This design comes from an exercise in tuning for small area, a short achievable clock period and few clock cycles per item on the open sky130 flow, not from production work. The RTL was checked by simulation tests, not by an equivalence proof against the original design. Power is estimated from default activity; no workload was simulated.

<file path="flow/run.sh">
#!/bin/bash
# synth_recipe.tcl (not shown) runs the flow's synth.tcl, then flattens the netlist and writes it again
# the make line also repeats each setting of config.mk as NAME=value (left out here)
make -C /OpenROAD-flow-scripts/flow DESIGN_CONFIG=/design/flow/config.mk WORK_HOME=/design/flow/orfs CLKGATE_MAP_FILE= SYNTH_SCRIPT=/design/flow/synth_recipe.tcl finish
</file>
<file path="flow/config.mk">
export PLATFORM = sky130hd
export DESIGN_NAME = sfd_tx
export DESIGN_NICKNAME = sfd_tx
export VERILOG_FILES = /design/flow/design.v
export SDC_FILE = /design/flow/constraint.sdc
export NUM_CORES = 4
export LEC_CHECK = 0
export CAP_MARGIN = 20
export CORE_MARGIN = 2
export CORE_UTILIZATION = 40
export PLACE_DENSITY = 0.6
export SLEW_MARGIN = 20
</file>
<file path="flow/constraint.sdc">
create_clock -name core_clock -period 6.0 [get_ports {clk}]
set_input_delay 1.2000 -clock core_clock [delete_from_list [all_inputs] [get_ports {clk}]]
set_output_delay 1.2000 -clock core_clock [all_outputs]
set_load 0.01 [all_outputs]
</file>
<file path="flow/design.v">
module sfd_tx (
    input  wire        clk,
    input  wire        rst,
    input  wire        in_valid,
    input  wire [7:0]  in_op,
    input  wire [7:0]  in_dest,
    input  wire [7:0]  in_byte,
    input  wire        in_last,
    input  wire        in_empty,
    output wire        in_ready,
    output wire        tx_valid,
    output wire [7:0]  tx_byte,
    input  wire        tx_ready
);
    localparam [7:0] MARKER       = 8'h1B;
    localparam [7:0] LIT_SENTINEL = 8'h1C;
    localparam [7:0] OP_DATA      = 8'h44;
    localparam       MAX_PAYLOAD  = 32;
    localparam FILL = 1'b0;    
    localparam SEND = 1'b1;    
    reg         state;
    reg  [7:0]  chunk [0:MAX_PAYLOAD-1];
    reg  [5:0]  cnt;           
    reg         pair;          
    reg         in_cmd;        
    reg  [7:0]  cmd_op;
    reg  [7:0]  cmd_dest;
    reg         cmd_end;       
    reg         pend;          
    reg  [7:0]  pend_byte;
    reg         pend_last;
    reg  [15:0] seq;
    reg  [5:0]  idx;           
    assign in_ready = (state == FILL) && !pend;
    wire        fire    = in_valid && in_ready;
    wire [7:0]  op      = in_cmd ? cmd_op : in_op;
    wire        is_data = (op == OP_DATA);
    wire        two     = is_data && (in_byte == MARKER) && pair;    
    wire [5:0]  room    = MAX_PAYLOAD - cnt;
    wire        fits    = two ? (room >= 6'd2) : (room >= 6'd1);
    reg  [7:0]  hdr_byte;
    always @(*) begin
        case (idx)
            6'd0, 6'd1, 6'd2: hdr_byte = MARKER;
            6'd3: hdr_byte = 8'h00;
            6'd4: hdr_byte = seq[15:8];
            6'd5: hdr_byte = seq[7:0];
            6'd6: hdr_byte = cmd_op;
            6'd7: hdr_byte = cmd_dest;
            6'd8: hdr_byte = 8'h00;
            default: hdr_byte = {2'b00, cnt};
        endcase
    end
    wire [5:0] body_idx = idx - 6'd10;
    assign tx_valid = (state == SEND);
    assign tx_byte  = (idx < 6'd10) ? hdr_byte : chunk[body_idx[4:0]];
    integer i;
    always @(posedge clk) begin
        if (rst) begin
            state     <= FILL;
            cnt       <= 6'd0;
            pair      <= 1'b0;
            in_cmd    <= 1'b0;
            cmd_op    <= 8'h00;
            cmd_dest  <= 8'h00;
            cmd_end   <= 1'b0;
            pend      <= 1'b0;
            pend_byte <= 8'h00;
            pend_last <= 1'b0;
            seq       <= 16'h0000;
            idx       <= 6'd0;
            for (i = 0; i < MAX_PAYLOAD; i = i + 1) chunk[i] <= 8'h00;
        end else if (state == FILL) begin
            if (fire) begin
                if (!in_cmd) begin
                    in_cmd   <= 1'b1;
                    cmd_op   <= in_op;
                    cmd_dest <= in_dest;
                end
                if (in_empty) begin
                    cmd_end <= 1'b1;
                    idx     <= 6'd0;
                    state   <= SEND;
                end else if (!fits) begin
                    pend      <= 1'b1;
                    pend_byte <= in_byte;
                    pend_last <= in_last;
                    cmd_end   <= 1'b0;
                    idx       <= 6'd0;
                    state     <= SEND;
                end else begin
                    if (two) begin
                        chunk[cnt]         <= MARKER;
                        chunk[cnt + 6'd1]  <= LIT_SENTINEL;
                        cnt                <= cnt + 6'd2;
                    end else begin
                        chunk[cnt] <= in_byte;
                        cnt        <= cnt + 6'd1;
                    end
                    pair <= is_data && (in_byte == MARKER) && !pair;
                    if (in_last || cnt + (two ? 6'd2 : 6'd1) == MAX_PAYLOAD) begin
                        cmd_end <= in_last;
                        idx     <= 6'd0;
                        state   <= SEND;
                    end
                end
            end
        end else if (tx_ready) begin
            if (idx == cnt + 6'd9) begin
                seq   <= (seq == 16'hFFFE) ? 16'h0000 : seq + 16'd1;
                idx   <= 6'd0;
                if (cmd_end)
                    in_cmd <= 1'b0;
                if (pend) begin
                    pend     <= 1'b0;
                    chunk[0] <= pend_byte;
                    cnt      <= 6'd1;
                    pair     <= (cmd_op == OP_DATA) && (pend_byte == MARKER);
                    if (pend_last) begin
                        cmd_end <= 1'b1;
                        state   <= SEND;
                    end else begin
                        state   <= FILL;
                    end
                end else begin
                    cnt   <= 6'd0;
                    pair  <= 1'b0;
                    state <= FILL;
                end
            end else begin
                idx <= idx + 6'd1;
            end
        end
    end
endmodule
</file>
==> results.txt <==
==> per-layer routing <==
layer / wire, µm / vias up
met5: 0 / -
met4: 1630 / 0
met3: 3420 / 106
met2: 22300 / 480
met1: 23100 / 6770
li1: - / 6346
==> registers in the layout, indices dropped and copies added, names as in the netlist <==
name,flops
pend_last,1
cmd_end,1
cnt,6
cmd_dest,8
pair,1
cmd_op,8
idx,6
pend_byte,8
state,1
pend,1
in_cmd,1
seq,16
chunk,256
==> worst min-delay path: stages, from the launching register on <==
cell and delay, ns:
dfxtp_1 0.31, nand2_1 0.05, nand2_1 0.04
==> cell usage in the layout (no fill, tap or decap), types with 12 or more instances in the layout <==
cell,netlist,routed
dfxtp_1,314,312
a21oi_1,200,200
nor2_1,141,141
nand2_1,140,140
nor3b_1,120,120
nand3_1,101,101
mux4_2,80,80
a211o_1,43,43
o21ai_0,40,40
clkdlybuf4s50_1,0,38
clkbuf_16,0,37
nand2b_1,33,33
and3_1,32,32
nand4_1,32,32
o211ai_1,28,28
buf_4,18,27
inv_1,26,25
ha_1,18,18
nor3_1,17,17
a22oi_1,17,17
xor2_1,17,16
or2_0,16,16
a211oi_1,14,14
o41ai_1,13,13
xnor2_1,12,12
==> power groups by stage <==
stage               registers [W]  logic (W)  clock network, W
floorplan                 0.00215   0.000134                 0
global placement          0.00217   0.000203                 0
detailed placement        0.00217   0.000205                 0
CTS                       0.00212   0.000205           0.00226
global route              0.00212   0.000223           0.00234
finish                    0.00212   0.000209           0.00223
==> cells in the mapped netlist (all sizes together) (33+ instances only) <==
master,number
dfxtp,314
buf,85
mux4,80
nand2b,33
nand2,142
nand4,34
nor2,148
o21ai,41
nand3,106
nor3b,120
clkbuf,82
a211o,43
a21oi,201
==> path summary, 6_finish.rpt <==
kind               start  slack [ns]           to  depth (start not counted)
max               idx[1]        0.62   tx_byte[3]                          8
min          chunk[0][3]        0.45  chunk[0][3]                          2
max reg2reg       cnt[1]        1.83  chunk[0][1]                          9
min reg2reg  chunk[0][3]        0.45  chunk[0][3]                          2
==> kinds of logic (layout without fill, tap and decap cells) <==
family                     Yosys count  after routing
xor gates and xnor gates            30             30
muxes                               98             98
buffers and inverters              193            155
adders and majority gates           19             19
and+or+nand+nor                    720            720
AOI/OAI and AO/OA                  396            396
DFF                                314            314
other                                0              1
==> stage by stage <==
step	cells	hold slack (ns)	power (W)	instance area, µm²	worst slack [ns]
global route	2257	0.474	0.00469	17800	0.211
global placement	2196	0.432	0.00237	16700	1.03
CTS	2257	0.446	0.00458	17800	0.578
floorplan	1770	0.411	0.00229	16200	1.35
finish	2258	0.446	0.00456	17800	0.622
detailed placement	2196	0.438	0.00237	16700	1.14
==> cell type report <==
cell class / count / area share (%)
timing repair buffer: 68 / 3.56
clock inverter: 6 / 0.589
inverter: 26 / 0.554
clock buffer: 55 / 5.96
tap: 525 / 3.68
multi-input combinational: 1263 / 50.4
antenna: 1 / 0.0140
sequential: 314 / 35.3
==> flow_metrics.py <==
metrics = {
    "synthesis": {
        "synth_edf_count": 0,
        "avgSynthCellArea_um2": 9.14,
        "yosys_warnings": 1,
        "ys_types": 80,
        "synth_top_area_share_pct": 38.8,
        "synth_compound_area_share_pct": 15.3,
        "synth_xor_area_share_pct": 1.72,
        "seq_area_frac_synth_pct": 38.8,
        "synthMuxAreaShare_pct": 12.5,
        "synth_fp_nets": 1819,
        "netlist.top_cell.by_area": "dfxtp_1",
        "synth_seq_cells": 314,
        "synth.area.top_cells": "dfxtp_1, mux4_2, a21oi_1",
        "netlist_instances": 1770,
        "synthArstFlopShare_pct": 0,
        "synthFlopType": "dfxtp_1",
        "synth_top_family_by_area": "simple AND/OR/NAND/NOR gates",
        "synthSimpleGateAreaFrac_pct": 24.4,
        "syn_area_um2": 16200,
        "synthAdderAreaFrac_pct": 1.52,
    },
    "die": {
        "design.die.area_um2": 42100,
        "die_h_um": 205,
        "boundaryPins": 40,
        "die_w_um": 205,
        "coreArea_um2": 39800,
        "start_util_pct": 40.6,
        "row_count": 73,
    },
    "global_route": {
        "grt_max_degree": 93,
        "met3_usage_pct": 4.33,
        "grt_busiest_layer": "met2",
        "grt_pass1_wl_um": 77900,
        "grt_use_met1_pct": 34.4,
        "grt_pass1_vias": 13000,
        "met2_usage_pct": 36.8,
        "grtUsageTotal_pct": 24.1,
        "grt-ovfl-total": 0,
        "antenna_found_initial": 2,
    },
    "clock_network": {
        "ctsResizeCount": 0,
        "post_cts_buffers": 0,
        "insertion_delay_ns": 0.52,
        "htree_num_levels": 2,
        "path_clk_slew_ns": 0.06,
        "cts_buffer_depth": 3,
        "cts_hold_buf": 0,
        "cts_root_buf": "clkbuf_16",
        "cts_made_buffers": 37,
        "cts_tree": "done",
        "cts_sinks": 314,
    },
    "worst_setup_path": {
        "worstSetupStartpointType": "flip-flop",
        "cp_slowest_cell": "o311ai_0",
        "path_class": "flip-flop to output pin",
        "critPathRequiredTime_ns": 4.80,
        "path_max_fanout": 26,
        "cp_top_family": "compound AO/OA/AOI/OAI gates",
        "crit_buf_inv": 2,
        "crit_chain": "inv_1 > ha_1 > o311ai_0 > nand3b_1 > nor3_1 > a211oi_1 > a21oi_1 > clkdlybuf4s50_1",
        "endpoint_kind": "output pin",
        "worst_path_largest_cell_delay_ns": 0.82,
        "cp.arrival_ns": 4.18,
    },
    "final_layout": {
        "regArea_um2": 6290,
        "drive_above_1_share_pct": 12.2,
        "area_growth_pct": 10.3,
        "multiInputGateArea_um2": 8990,
        "fillCellCount": 3874,
        "finish.utilization_pct": 44.8,
        "finalNetCount": 1759,
    },
    "sta": {
        "skew_ns": 0.0143,
        "grt_setup_unrepaired": "false",
        "fmax_mhz": 186,
        "fin_crit_ns": 5.38,
        "hold_viol_final": 0,
        "relSlewSlack_pct": 26.0,
        "worst_pin_slew_ns": 1.11,
        "finalSetupViolCount": 0,
        "slew_viol_final": 0,
        "setup_tns_ns": 0,
        "fin_crit_sh_pct": 89.6,
    },
    "pwr": {
        "p_sw_share_pct": 22.9,
        "combPwrFrac_pct": 4.6,
        "p_int_w": 0.00352,
        "p_per_area_nw_per_um2": 256,
        "p_leak_nw": 6.48,
        "vdd_drop_max_v": 0.000178,
        "p_sw_w": 0.00104,
        "p_clk_share_pct": 48.9,
        "pwr-share-seq_pct": 46.5,
    },
    "routing": {
        "wire_per_inst_um": 22.3,
        "ant_nets": 0,
        "viasPerCell": 6.07,
        "drtPass1Iterations": 5,
        "finalWirelength_um": 50400,
        "drc": 0,
        "drt_iter0_markers": 1240,
        "vias": 13700,
    },
    "placement": {
        "portBuffers": 39,
        "gp_congestion": 0.865,
        "place_hpwl_um": 32700,
    },
    "job": {
        "drv_cap": 0,
    },
    "run_status": {
        "status": "finished clean",
    },
    "hold_path": {
        "hold_class": "flip-flop to flip-flop",
    },
}
Testbench counts, summed over its fixed seeds: cycles 78,165, bytes 31,638.

port drivers added, routing unchanged:
The flow's constraints put no driver on any port. The routed layout listed below was extracted and timed again, unchanged, in two steps. Step 1, drivers: a clkbuf_16 drives clk and a buf_2 each remaining input, both assumed. Step 2 times the ports against the registers' clock, not the clock port: input delays grow and output delays shrink by t, the midpoint of the rising clock arrivals with the driver on. a / b / c = ideal / step 1 / step 2; a / b = the first two.
shift t [ns]: 0.566
setup WS [ns]: 0.622 / 0.570 / 1.040
worst setup path after step 2: input to register
worst slew at a driven data input, ns: 0.05
cell pins on the clock port's net: 1
After both steps setup and hold are still met in this run. For this run, drivers alone change the setup slack by -0.052 ns; drivers and shift together by +0.418 ns.
